This is an optimization exercise on Yosys and OpenROAD, whose aim is small area, a short achievable clock period and few clock cycles per item, not a production implementation.
Function was checked by simulation only, so behaviour that the tests miss may differ from the original.
Power figures rest on the tool's default switching activity, not on a simulated workload. The clock port is modelled as an ideal driver; clocking choices that lean on that would not hold on a real chip.

// cfl_parse
module cfl_parse (
    input  wire        clk,
    input  wire        rst,
    input  wire        in_valid,
    output wire        in_ready,
    input  wire [7:0]  in_data,
    input  wire        in_last,
    input  wire [7:0]  in_ch,
    output reg         res_valid,
    output wire [3:0]  res_code,
    output reg         pok,
    output wire [7:0]  pch,
    output wire [63:0] pf1_mant,
    output wire [63:0] pf2_mant,
    output wire [63:0] pf3_mant,
    output wire [63:0] pf4_mant,
    output wire [63:0] pf5_mant,
    output wire [7:0]  pf1_scale,
    output wire [7:0]  pf2_scale,
    output wire [7:0]  pf3_scale,
    output wire [7:0]  pf4_scale,
    output wire [7:0]  pf5_scale,
    output reg  [7:0]  pgas_off,
    output reg  [7:0]  pgas_len
);
For scale: ~770 flip-flops.
export LEC_CHECK = 0
export CAP_MARGIN = 20
export CORE_MARGIN = 2
export CORE_UTILIZATION = 40
export SETUP_SLACK_MARGIN = 3.5
export SLEW_MARGIN = 20
create_clock -name core_clock -period 6.0 [get_ports {clk}]
standard.sh (not shown) runs the stock make flow with config.mk's settings and CLKGATE_MAP_FILE= SYNTH_SCRIPT=/design/flow/synth_recipe.tcl, a recipe that flattens the netlist after the stock synthesis.
==> flow/flow/run.sh <==
#!/bin/bash
# The standard layout (standard.sh, ORFS synthesis to finish), with two
# changes to how cells are chosen:
#  - port buffers are buf_1 cells (ORFS otherwise picks clkdlybuf4s50_1);
#  - clock tree synthesis uses no dummy loads.
# Each step's full output is kept in this folder: make.log here, and ORFS's
# per-step logs under orfs/logs.
set -euo pipefail
export BUFFER_PORTS_ARGS="-buffer_cell sky130_fd_sc_hd__buf_1"
export CTS_ARGS="-sink_clustering_enable -repair_clock_nets -dont_use_dummy_load"
bash ./standard.sh finish > make.log 2>&1
Testbench counts at the start, summed over its fixed seeds: cycles 71,194, lines 1,600.
Then changed:
--- a/flow/design.v
+++ b/flow/design.v
@@ -49,14 +49,18 @@
     reg          bad;
     reg  [W-1:0] t1, t2, t3, t4;
     reg  [4:0]   s1, s2, s3, s4;
     reg          ci1, ci2, ci3, ci4;     
     reg  [7:0]   t_goff;
     reg  [7:0]   t_glen;
     reg          commit_q;   
+    reg          lq;         
+    reg          sq, kq;     
+    reg  [1:0]   cq;         
+    reg  [2:0]   hq;         
     reg  [2:0]   dr;         
     reg  [2:0]   ph;         
     reg  [1:0]   qn;         
     reg          q0s, q1s;   
     reg  [1:0]   q0c, q1c;   
     reg          q0k, q1k;   
     reg  [2:0]   q0h, q1h;   
@@ -120,25 +124,27 @@
                                                      &t2[38:30], &t2[37:30], &t2[36:30], &t2[35:30], &t2[34:30],
                                                      &t2[33:30], &t2[32:30], &t2[31:30], t2[30],     1'b1});
     wire [15:0]  inc0    = t1[60:45] ^ ({16{ci1}} & {&t1[59:45], &t1[58:45], &t1[57:45], &t1[56:45], &t1[55:45],
                                                      &t1[54:45], &t1[53:45], &t1[52:45], &t1[51:45], &t1[50:45],
                                                      &t1[49:45], &t1[48:45], &t1[47:45], &t1[46:45], t1[45], 1'b1});
     wire [W-1:0] t1out   = {inc0, t1[44:0]};
     wire         ins     = commit_q || (dr != 3'd0) || (clearing && clr <= 4'd5);
+    wire         num_byte = (tstart && st_num) || (tmore && cur_num);
+    wire         acc_clr = clearing || (tclose && cur_14) || lq;
     wire         shift   = clearing || (tclose && cur_14) || commit_q ||
                            (dr == 3'd2) || (dr == 3'd3) || (dr == 3'd4);
     wire        last     = v0 && l0;
     wire        ntok7    = (ntok == 3'd7) || (tstart && ntok == 3'd6);
     wire        gstart   = tstart && (ntok == 3'd6);
     wire        succ     = legal0 && ntok7 && tok0_ok && !numbad;
     wire [1:0]  code     = !legal0  ? 2'd3 :
                            !ntok7   ? 2'd1 :
                            !tok0_ok ? 2'd2 :
                            numbad   ? 2'd3 : 2'd0;
-    wire        push     = last;
+    wire        push     = lq;
     wire        pop      = (dr == 3'd5) ||
                            (qn != 2'd0 && !q0s && ph == 3'd4 && dr == 3'd0 && !commit_q);
     wire [1:0]  qn_next  = qn + {1'b0, push} - {1'b0, pop};
     wire        take_last = in_valid && rdy && in_last;
     always @(posedge clk) begin
         v0     <= in_valid && rdy && !rst;
         l0     <= in_last;
@@ -148,28 +154,29 @@
         dot0   <= (in_data == 8'h2E);
         plus0  <= (in_data == 8'h2B);
         minus0 <= (in_data == 8'h2D);
         chm0   <= (in_data == in_ch);
         legal0 <= (in_ch == 8'h41) || (in_ch == 8'h42) ||
                   (in_ch == 8'h43) || (in_ch == 8'h5A);
         chc0   <= {in_ch[3], in_ch[1], in_ch[0]};
+        if (acc_clr)
+            acc <= {A{1'b0}};
+        else if (num_byte && dig0)
+            acc <= acc10;
         if (clearing) begin
-            acc    <= {A{1'b0}};
             neg    <= 1'b0;
             nscale <= 5'd0;
         end else if (tstart && st_num) begin
-            acc    <= dig0 ? {{(A-4){1'b0}}, d0} : {A{1'b0}};
             neg    <= minus0;
             pnt    <= dot0;
             ndig   <= dig0 ? 5'd1 : 5'd0;
             nscale <= 5'd0;
             bad    <= !(dig0 || plus0 || minus0 || dot0);
         end else if (tmore && cur_num) begin
             if (dig0) begin
-                acc <= acc10;
                 if (ndig != 5'd19) begin
                     ndig <= ndig + 5'd1;
                     if (pnt)
                         nscale <= nscale + 5'd1;
                 end
             end else if (dot0) begin
                 if (pnt)
@@ -204,25 +211,26 @@
             ntok      <= 3'd0;
             tok0_ok   <= 1'b0;
             numbad    <= 1'b0;
             cur_gas   <= 1'b0;
             t_goff    <= 8'd0;
             t_glen    <= 8'd0;
             commit_q  <= 1'b0;
+            lq        <= 1'b0;
             dr        <= 3'd0;
             ph        <= 3'd0;
             qn        <= 2'd0;
             res_valid <= 1'b0;
             rc        <= 3'd0;
             pok       <= 1'b0;
             pchq      <= 4'd0;
         end else begin
             if (clearing)
                 clr <= clr - 4'd1;
-            rdy <= (clr <= 4'd1) && ({1'b0, qn_next} + {2'b00, take_last} < 3'd2);
+            rdy <= (clr <= 4'd1) && ({1'b0, qn_next} + {2'b00, last} + {2'b00, take_last} < 3'd2);
             if (v0) begin
                 if (gstart) begin
                     t_goff <= pos;
                     t_glen <= 8'd1;
                 end
                 if (tmore && cur_gas)
                     t_glen <= t_glen + 8'd1;
@@ -245,30 +253,35 @@
                     if (tmore && ntok == 3'd1)
                         tok0_ok <= 1'b0;
                     if (tclose && cur_num && num_fail)
                         numbad <= 1'b1;
                 end
             end
             commit_q <= last && succ;
+            lq       <= last;
+            sq       <= succ;
+            cq       <= code;
+            kq       <= !legal0;
+            hq       <= chc0;
             if (commit_q)
                 dr <= 3'd2;
             else if (dr == 3'd5)
                 dr <= 3'd0;
             else if (dr != 3'd0)
                 dr <= dr + 3'd1;
             ph <= (dr == 3'd5 || ph == 3'd4) ? 3'd0 : ph + 3'd1;
             qn <= qn_next;
             if (pop) begin
                 q0s <= q1s; q0c <= q1c; q0k <= q1k; q0h <= q1h;
             end
             if (push && qn_next == 2'd1) begin
-                q0s <= succ; q0c <= code; q0k <= !legal0; q0h <= chc0;
+                q0s <= sq; q0c <= cq; q0k <= kq; q0h <= hq;
             end
             if (push && qn_next == 2'd2) begin
-                q1s <= succ; q1c <= code; q1k <= !legal0; q1h <= chc0;
+                q1s <= sq; q1c <= cq; q1k <= kq; q1h <= hq;
             end
             res_valid <= pop;
             if (pop) begin
                 rc <= {q0c != 2'd0, q0c == 2'd3, q0c == 2'd2};
                 if (q0s) begin
                     pok  <= 1'b1;
                     pchq <= {1'b1, q0h};
The changed run passed the timing, design-rule and antenna checks; final area rose by 2.5%; total power barely changes; via count grows by 2.3%; count of clock-buffer cells in the layout is unchanged; sequential share of layout area shrinks by 0.67 points.
Testbench counts after the change, summed over its fixed seeds: cycles 71,194, lines 1,600.

========
The RTL this note starts from:
==> flow/design.v <==
module cfl_parse (
    input  wire        clk,
    input  wire        rst,
    input  wire        in_valid,
    output wire        in_ready,
    input  wire [7:0]  in_data,
    input  wire        in_last,
    input  wire [7:0]  in_ch,
    output reg         res_valid,
    output wire [3:0]  res_code,
    output reg         pok,
    output wire [7:0]  pch,
    output wire [63:0] pf1_mant,
    output wire [63:0] pf2_mant,
    output wire [63:0] pf3_mant,
    output wire [63:0] pf4_mant,
    output wire [63:0] pf5_mant,
    output wire [7:0]  pf1_scale,
    output wire [7:0]  pf2_scale,
    output wire [7:0]  pf3_scale,
    output wire [7:0]  pf4_scale,
    output wire [7:0]  pf5_scale,
    output reg  [7:0]  pgas_off,
    output reg  [7:0]  pgas_len
);
    localparam W = 61;      
    localparam A = 60;      
    reg  [3:0]  clr;         
    reg         rdy;
    assign in_ready = rdy;
    reg         v0;          
    reg         l0;          
    reg  [4:0]  e0;          
    reg         sp0, dig0, dot0, plus0, minus0;
    reg         chm0;        
    reg         legal0;      
    reg  [2:0]  chc0;        
    reg  [7:0]  pos;
    reg         in_tok;
    reg  [2:0]  ntok;        
    reg         tok0_ok;
    reg         numbad;
    reg         cur_gas;     
    reg  [A-1:0] acc;
    reg          neg;
    reg          pnt;
    reg  [4:0]   ndig;       
    reg  [4:0]   nscale;
    reg          bad;
    reg  [W-1:0] t1, t2, t3, t4;
    reg  [4:0]   s1, s2, s3, s4;
    reg          ci1, ci2, ci3, ci4;     
    reg  [7:0]   t_goff;
    reg  [7:0]   t_glen;
    reg          commit_q;   
    reg          lq;         
    reg          sq, kq;     
    reg  [1:0]   cq;         
    reg  [2:0]   hq;         
    reg  [5:2]   st;         
    reg  [4:0]   ph;         
    reg          q0v, q1v;   
    reg          q0s, q1s;   
    reg  [1:0]   q0c, q1c;   
    reg          q0k, q1k;   
    reg  [2:0]   q0h, q1h;   
    reg  [W-1:0] m0, m1, m2, m3, m4;     
    reg  [4:0]   c0, c1, c2, c3, c4;
    reg  [3:0]   pchq;       
    reg  [2:0]   rc;         
    assign pf1_mant = {{(64-W){m0[W-1]}}, m0};
    assign pf2_mant = {{(64-W){m1[W-1]}}, m1};
    assign pf3_mant = {{(64-W){m2[W-1]}}, m2};
    assign pf4_mant = {{(64-W){m3[W-1]}}, m3};
    assign pf5_mant = {{(64-W){m4[W-1]}}, m4};
    assign pf1_scale = {3'd0, c0};
    assign pf2_scale = {3'd0, c1};
    assign pf3_scale = {3'd0, c2};
    assign pf4_scale = {3'd0, c3};
    assign pf5_scale = {3'd0, c4};
    assign pch = {1'b0, pchq[3], 1'b0, pchq[2], pchq[2], 1'b0, pchq[1], pchq[0]};
    assign res_code = {1'b0, rc};
    wire        clearing = (clr != 4'd0);
    wire        tstart   = v0 && !sp0 && !in_tok;        
    wire        tmore    = v0 && !sp0 && in_tok;         
    wire        tclose   = v0 && sp0 && in_tok;          
    wire        st_num   = (ntok >= 3'd1) && (ntok <= 3'd5);     
    wire        cur_num  = (ntok >= 3'd2) && (ntok <= 3'd6);     
    wire        cur_14   = (ntok >= 3'd2) && (ntok <= 3'd5);     
    wire        num_fail = bad || (ndig == 5'd0) || (ndig > 5'd18);
    wire [A-1:0] xa      = {acc[A-4:0], e0[4:2]};
    wire [A-1:0] xb      = {acc[A-2:0], e0[1]};
    wire         cin     = e0[0];
    wire [A-1:0] gp [0:6];
    wire [A-1:0] pp [0:6];
    assign gp[0] = xa & xb;
    assign pp[0] = xa ^ xb;
    genvar l, i;
    generate
        for (l = 0; l < 6; l = l + 1) begin : lvl
            for (i = 0; i < A; i = i + 1) begin : bt
                if ((i >> l) & 1) begin : comb
                    localparam integer J = ((i >> l) << l) - 1;
                    assign gp[l+1][i]  = gp[l][i] | (pp[l][i] & gp[l][J]);
                    assign pp[l+1][i]  = pp[l][i] & pp[l][J];
                end else begin : pass
                    assign gp[l+1][i]  = gp[l][i];
                    assign pp[l+1][i]  = pp[l][i];
                end
            end
        end
    endgenerate
    wire [A-1:0] cy      = {gp[6][A-2:0] | (pp[6][A-2:0] & {(A-1){cin}}), cin};
    wire [A-1:0] acc10   = pp[0] ^ cy;
    wire [W-1:0] accout  = {neg, acc};
    wire [14:0]  inc3    = t4[14:0]  ^ ({15{ci4}} & {&t4[13:0],  &t4[12:0],  &t4[11:0],  &t4[10:0],  &t4[9:0],
                                                     &t4[8:0],  &t4[7:0],   &t4[6:0],   &t4[5:0],   &t4[4:0],
                                                     &t4[3:0],  &t4[2:0],   &t4[1:0],   t4[0],      1'b1});
    wire [14:0]  inc2    = t3[29:15] ^ ({15{ci3}} & {&t3[28:15], &t3[27:15], &t3[26:15], &t3[25:15], &t3[24:15],
                                                     &t3[23:15], &t3[22:15], &t3[21:15], &t3[20:15], &t3[19:15],
                                                     &t3[18:15], &t3[17:15], &t3[16:15], t3[15],     1'b1});
    wire [14:0]  inc1    = t2[44:30] ^ ({15{ci2}} & {&t2[43:30], &t2[42:30], &t2[41:30], &t2[40:30], &t2[39:30],
                                                     &t2[38:30], &t2[37:30], &t2[36:30], &t2[35:30], &t2[34:30],
                                                     &t2[33:30], &t2[32:30], &t2[31:30], t2[30],     1'b1});
    wire [15:0]  inc0    = t1[60:45] ^ ({16{ci1}} & {&t1[59:45], &t1[58:45], &t1[57:45], &t1[56:45], &t1[55:45],
                                                     &t1[54:45], &t1[53:45], &t1[52:45], &t1[51:45], &t1[50:45],
                                                     &t1[49:45], &t1[48:45], &t1[47:45], &t1[46:45], t1[45], 1'b1});
    wire [W-1:0] t1out   = {inc0, t1[44:0]};
    wire         feeding = commit_q || (st != 4'd0);
    wire         ins     = feeding || (clearing && clr <= 4'd5);
    wire         num_byte = (tstart && st_num) || (tmore && cur_num);
    wire         acc_clr = clearing || (tclose && cur_14) || lq;
    wire [3:0]   ein      = neg_next ? 4'd9 - in_data[3:0] : in_data[3:0];
    wire         neg_next = acc_clr ? 1'b0 : (tstart && st_num) ? minus0 : neg;
    wire         shift   = clearing || (tclose && cur_14) || commit_q ||
                           st[2] || st[3] || st[4];
    wire        last     = v0 && l0;
    wire        ntok7    = (ntok == 3'd7) || (tstart && ntok == 3'd6);
    wire        gstart   = tstart && (ntok == 3'd6);
    wire        succ     = legal0 && ntok7 && tok0_ok && !numbad;
    wire [1:0]  code     = !legal0  ? 2'd3 :
                           !ntok7   ? 2'd1 :
                           !tok0_ok ? 2'd2 :
                           numbad   ? 2'd3 : 2'd0;
    wire        push     = lq;
    wire        pop      = st[5] || (q0v && !q0s && ph[4] && !feeding);
    wire        q0v_next = push || q1v || (q0v && !pop);
    wire        q1v_next = push ? (q0v && !(pop && !q1v)) || q1v : (q1v && !pop);
    wire        take_last = in_valid && rdy && in_last;
    always @(posedge clk) begin
        v0     <= in_valid && rdy && !rst;
        l0     <= in_last;
        e0     <= {ein[3] ? 3'b111 : ein[2:0], ein[3], ein[3] & ein[0]};
        sp0    <= (in_data == 8'h20);
        dig0   <= (in_data[7:4] == 4'h3) && (in_data[3:0] <= 4'd9);
        dot0   <= (in_data == 8'h2E);
        plus0  <= (in_data == 8'h2B);
        minus0 <= (in_data == 8'h2D);
        chm0   <= (in_data == in_ch);
        legal0 <= (in_ch == 8'h41) || (in_ch == 8'h42) ||
                  (in_ch == 8'h43) || (in_ch == 8'h5A);
        chc0   <= {in_ch[3], in_ch[1], in_ch[0]};
        if (acc_clr)
            acc <= {A{1'b0}};
        else if (tstart && st_num && minus0)
            acc <= {A{1'b1}};
        else if (num_byte && dig0)
            acc <= acc10;
        neg <= neg_next;
        if (clearing) begin
            nscale <= 5'd0;
        end else if (tstart && st_num) begin
            pnt    <= dot0;
            ndig   <= dig0 ? 5'd1 : 5'd0;
            nscale <= 5'd0;
            bad    <= !(dig0 || plus0 || minus0 || dot0);
        end else if (tmore && cur_num) begin
            if (dig0) begin
                if (ndig != 5'd19) begin
                    ndig <= ndig + 5'd1;
                    if (pnt)
                        nscale <= nscale + 5'd1;
                end
            end else if (dot0) begin
                if (pnt)
                    bad <= 1'b1;
                pnt <= 1'b1;
            end else begin
                bad <= 1'b1;
            end
        end
        if (shift) begin
            t1 <= {t2[60:45], inc1, t2[29:0]};
            t2 <= {t3[60:30], inc2, t3[14:0]};
            t3 <= {t4[60:15], inc3};
            t4 <= accout;
            ci1 <= ci2 & (&t2[44:30]);
            ci2 <= ci3 & (&t3[29:15]);
            ci3 <= ci4 & (&t4[14:0]);
            ci4 <= neg;
            s1 <= s2; s2 <= s3; s3 <= s4; s4 <= nscale;
        end
        m0 <= m1; m1 <= m2; m2 <= m3; m3 <= m4; m4 <= ins ? t1out : m0;
        c0 <= c1; c1 <= c2; c2 <= c3; c3 <= c4; c4 <= ins ? s1 : c0;
        if (commit_q || clr == 4'd1) begin
            pgas_off <= t_goff;
            pgas_len <= t_glen;
        end
        if (rst) begin
            rdy       <= 1'b0;
            clr       <= 4'd10;
            pos       <= 8'd0;
            in_tok    <= 1'b0;
            ntok      <= 3'd0;
            tok0_ok   <= 1'b0;
            numbad    <= 1'b0;
            cur_gas   <= 1'b0;
            t_goff    <= 8'd0;
            t_glen    <= 8'd0;
            commit_q  <= 1'b0;
            lq        <= 1'b0;
            st        <= 4'd0;
            ph        <= 5'd1;
            q0v       <= 1'b0;
            q1v       <= 1'b0;
            res_valid <= 1'b0;
            rc        <= 3'd0;
            pok       <= 1'b0;
            pchq      <= 4'd0;
        end else begin
            if (clearing)
                clr <= clr - 4'd1;
            rdy <= (clr <= 4'd1) && !(q1v_next || (q0v_next && (last || take_last)) || (last && take_last));
            if (v0) begin
                if (gstart) begin
                    t_goff <= pos;
                    t_glen <= 8'd1;
                end
                if (tmore && cur_gas)
                    t_glen <= t_glen + 8'd1;
                if (last) begin
                    pos     <= 8'd0;
                    in_tok  <= 1'b0;
                    ntok    <= 3'd0;
                    numbad  <= 1'b0;
                    cur_gas <= 1'b0;
                end else begin
                    pos    <= pos + 8'd1;
                    in_tok <= !sp0;
                    if (tstart) begin
                        if (ntok != 3'd7)
                            ntok <= ntok + 3'd1;
                        if (ntok == 3'd0)
                            tok0_ok <= chm0;
                        cur_gas <= (ntok == 3'd6);
                    end
                    if (tmore && ntok == 3'd1)
                        tok0_ok <= 1'b0;
                    if (tclose && cur_num && num_fail)
                        numbad <= 1'b1;
                end
            end
            commit_q <= last && succ;
            lq       <= last;
            sq       <= succ;
            cq       <= code;
            kq       <= !legal0;
            hq       <= chc0;
            st <= {st[4:2], commit_q};
            ph <= st[5] ? 5'd1 : {ph[3:0], ph[4]};
            q0v <= q0v_next;
            q1v <= q1v_next;
            if (pop) begin
                q0s <= q1s; q0c <= q1c; q0k <= q1k; q0h <= q1h;
            end
            if (push && !(q0v && !(pop && !q1v))) begin
                q0s <= sq; q0c <= cq; q0k <= kq; q0h <= hq;
            end
            if (push && q0v && !(pop && !q1v)) begin
                q1s <= sq; q1c <= cq; q1k <= kq; q1h <= hq;
            end
            res_valid <= pop;
            if (pop) begin
                rc <= {q0c != 2'd0, q0c == 2'd3, q0c == 2'd2};
                if (q0s) begin
                    pok  <= 1'b1;
                    pchq <= {1'b1, q0h};
                end else if (!q0k) begin
                    pok  <= 1'b0;
                end
            end
        end
    end
endmodule
export LEC_CHECK = 0
export CAP_MARGIN = 20
export CORE_MARGIN = 2
export CORE_UTILIZATION = 40
export SETUP_SLACK_MARGIN = 3.3
export SLEW_MARGIN = 20
create_clock -name core_clock -period 6.0 [get_ports {clk}]
==> flow/flow/run.sh <==
#!/bin/bash
# The standard layout (standard.sh, ORFS synthesis to finish), with two
# changes to how cells are chosen:
#  - port buffers are buf_1 cells (ORFS otherwise picks clkdlybuf4s50_1);
#  - clock tree synthesis uses no dummy loads, and clusters of up to 32 sinks.
# Each step's full output is kept in this folder: make.log here, and ORFS's
# per-step logs under orfs/logs.
set -euo pipefail
export BUFFER_PORTS_ARGS="-buffer_cell sky130_fd_sc_hd__buf_1"
export CTS_ARGS="-sink_clustering_enable -repair_clock_nets -dont_use_dummy_load -sink_clustering_size 32 -sink_clustering_max_diameter 100"
bash ./standard.sh finish > make.log 2>&1
Testbench counts at the start, summed over its fixed seeds: cycles 71,194, lines 1,600.
Then changed:
--- a/flow/design.v
+++ b/flow/design.v
@@ -57,16 +57,16 @@
     reg          sq, kq;     
     reg  [1:0]   cq;         
     reg  [2:0]   hq;         
     reg  [5:2]   st;         
     reg  [4:0]   ph;         
     reg          q0v, q1v;   
-    reg          q0s, q1s;   
+    reg          q0s;        
     reg  [1:0]   q0c, q1c;   
     reg          q0k, q1k;   
-    reg  [2:0]   q0h, q1h;   
+    reg  [2:0]   q0h;        
     reg  [W-1:0] m0, m1, m2, m3, m4;     
     reg  [4:0]   c0, c1, c2, c3, c4;
     reg  [3:0]   pchq;       
     reg  [2:0]   rc;         
     assign pf1_mant = {{(64-W){m0[W-1]}}, m0};
     assign pf2_mant = {{(64-W){m1[W-1]}}, m1};
@@ -268,19 +268,19 @@
             hq       <= chc0;
             st <= {st[4:2], commit_q};
             ph <= st[5] ? 5'd1 : {ph[3:0], ph[4]};
             q0v <= q0v_next;
             q1v <= q1v_next;
             if (pop) begin
-                q0s <= q1s; q0c <= q1c; q0k <= q1k; q0h <= q1h;
+                q0s <= 1'b0; q0c <= q1c; q0k <= q1k;
             end
             if (push && !(q0v && !(pop && !q1v))) begin
                 q0s <= sq; q0c <= cq; q0k <= kq; q0h <= hq;
             end
             if (push && q0v && !(pop && !q1v)) begin
-                q1s <= sq; q1c <= cq; q1k <= kq; q1h <= hq;
+                q1c <= cq; q1k <= kq;
             end
             res_valid <= pop;
             if (pop) begin
                 rc <= {q0c != 2'd0, q0c == 2'd3, q0c == 2'd2};
                 if (q0s) begin
                     pok  <= 1'b1;
Clock-buffer cell count stays the same.
Wire length fell by 1.5%.
Final cell count hardly moves.
Sequential power stays flat.
Worst setup slack gets better by 0.031 ns.
Sequential share of layout area fell by 0.11 points.
Power barely changes.
Testbench counts after the change, summed over its fixed seeds: cycles 71,194, lines 1,600.

-- afterwards: timing with drivers on the ports --
Ports are ideal in the flow. The routed layouts listed here were re-timed in OpenROAD.
Step 1 sets driving cells, clkbuf_16 on the clock port and buf_2 on the other inputs (assumed; they add their load-dependent delay and slew).
Step 2 moves the port delays by t, midway between the first and last clock arrival at a register: inputs arrive t later, outputs are due t later. That takes back most of the time a late clock gives input paths.
a / b / c = ideal / step 1 / step 2; a / b = the first two.
run | t (ns) | slack for setup (ns) | worst setup path at the end | worst slew at a driven data input, ns
the first run of note 1 | 0.645 | 3.248 / 3.248 / 3.248 | register to register | 0.07
the second run of note 1 | 0.642 | 3.200 / 3.200 / 3.200 | register to register | 0.05
the first run of note 2 | 0.665 | 3.256 / 3.256 / 3.256 | register to register | 0.05
the second run of note 2 | 0.663 | 3.288 / 3.288 / 3.247 | input to register | 0.08
After both steps every run listed still meets setup and hold. For the second run of note 2, which loses most, drivers alone change the setup slack by 0.000 ns; drivers and shift together by -0.041 ns.
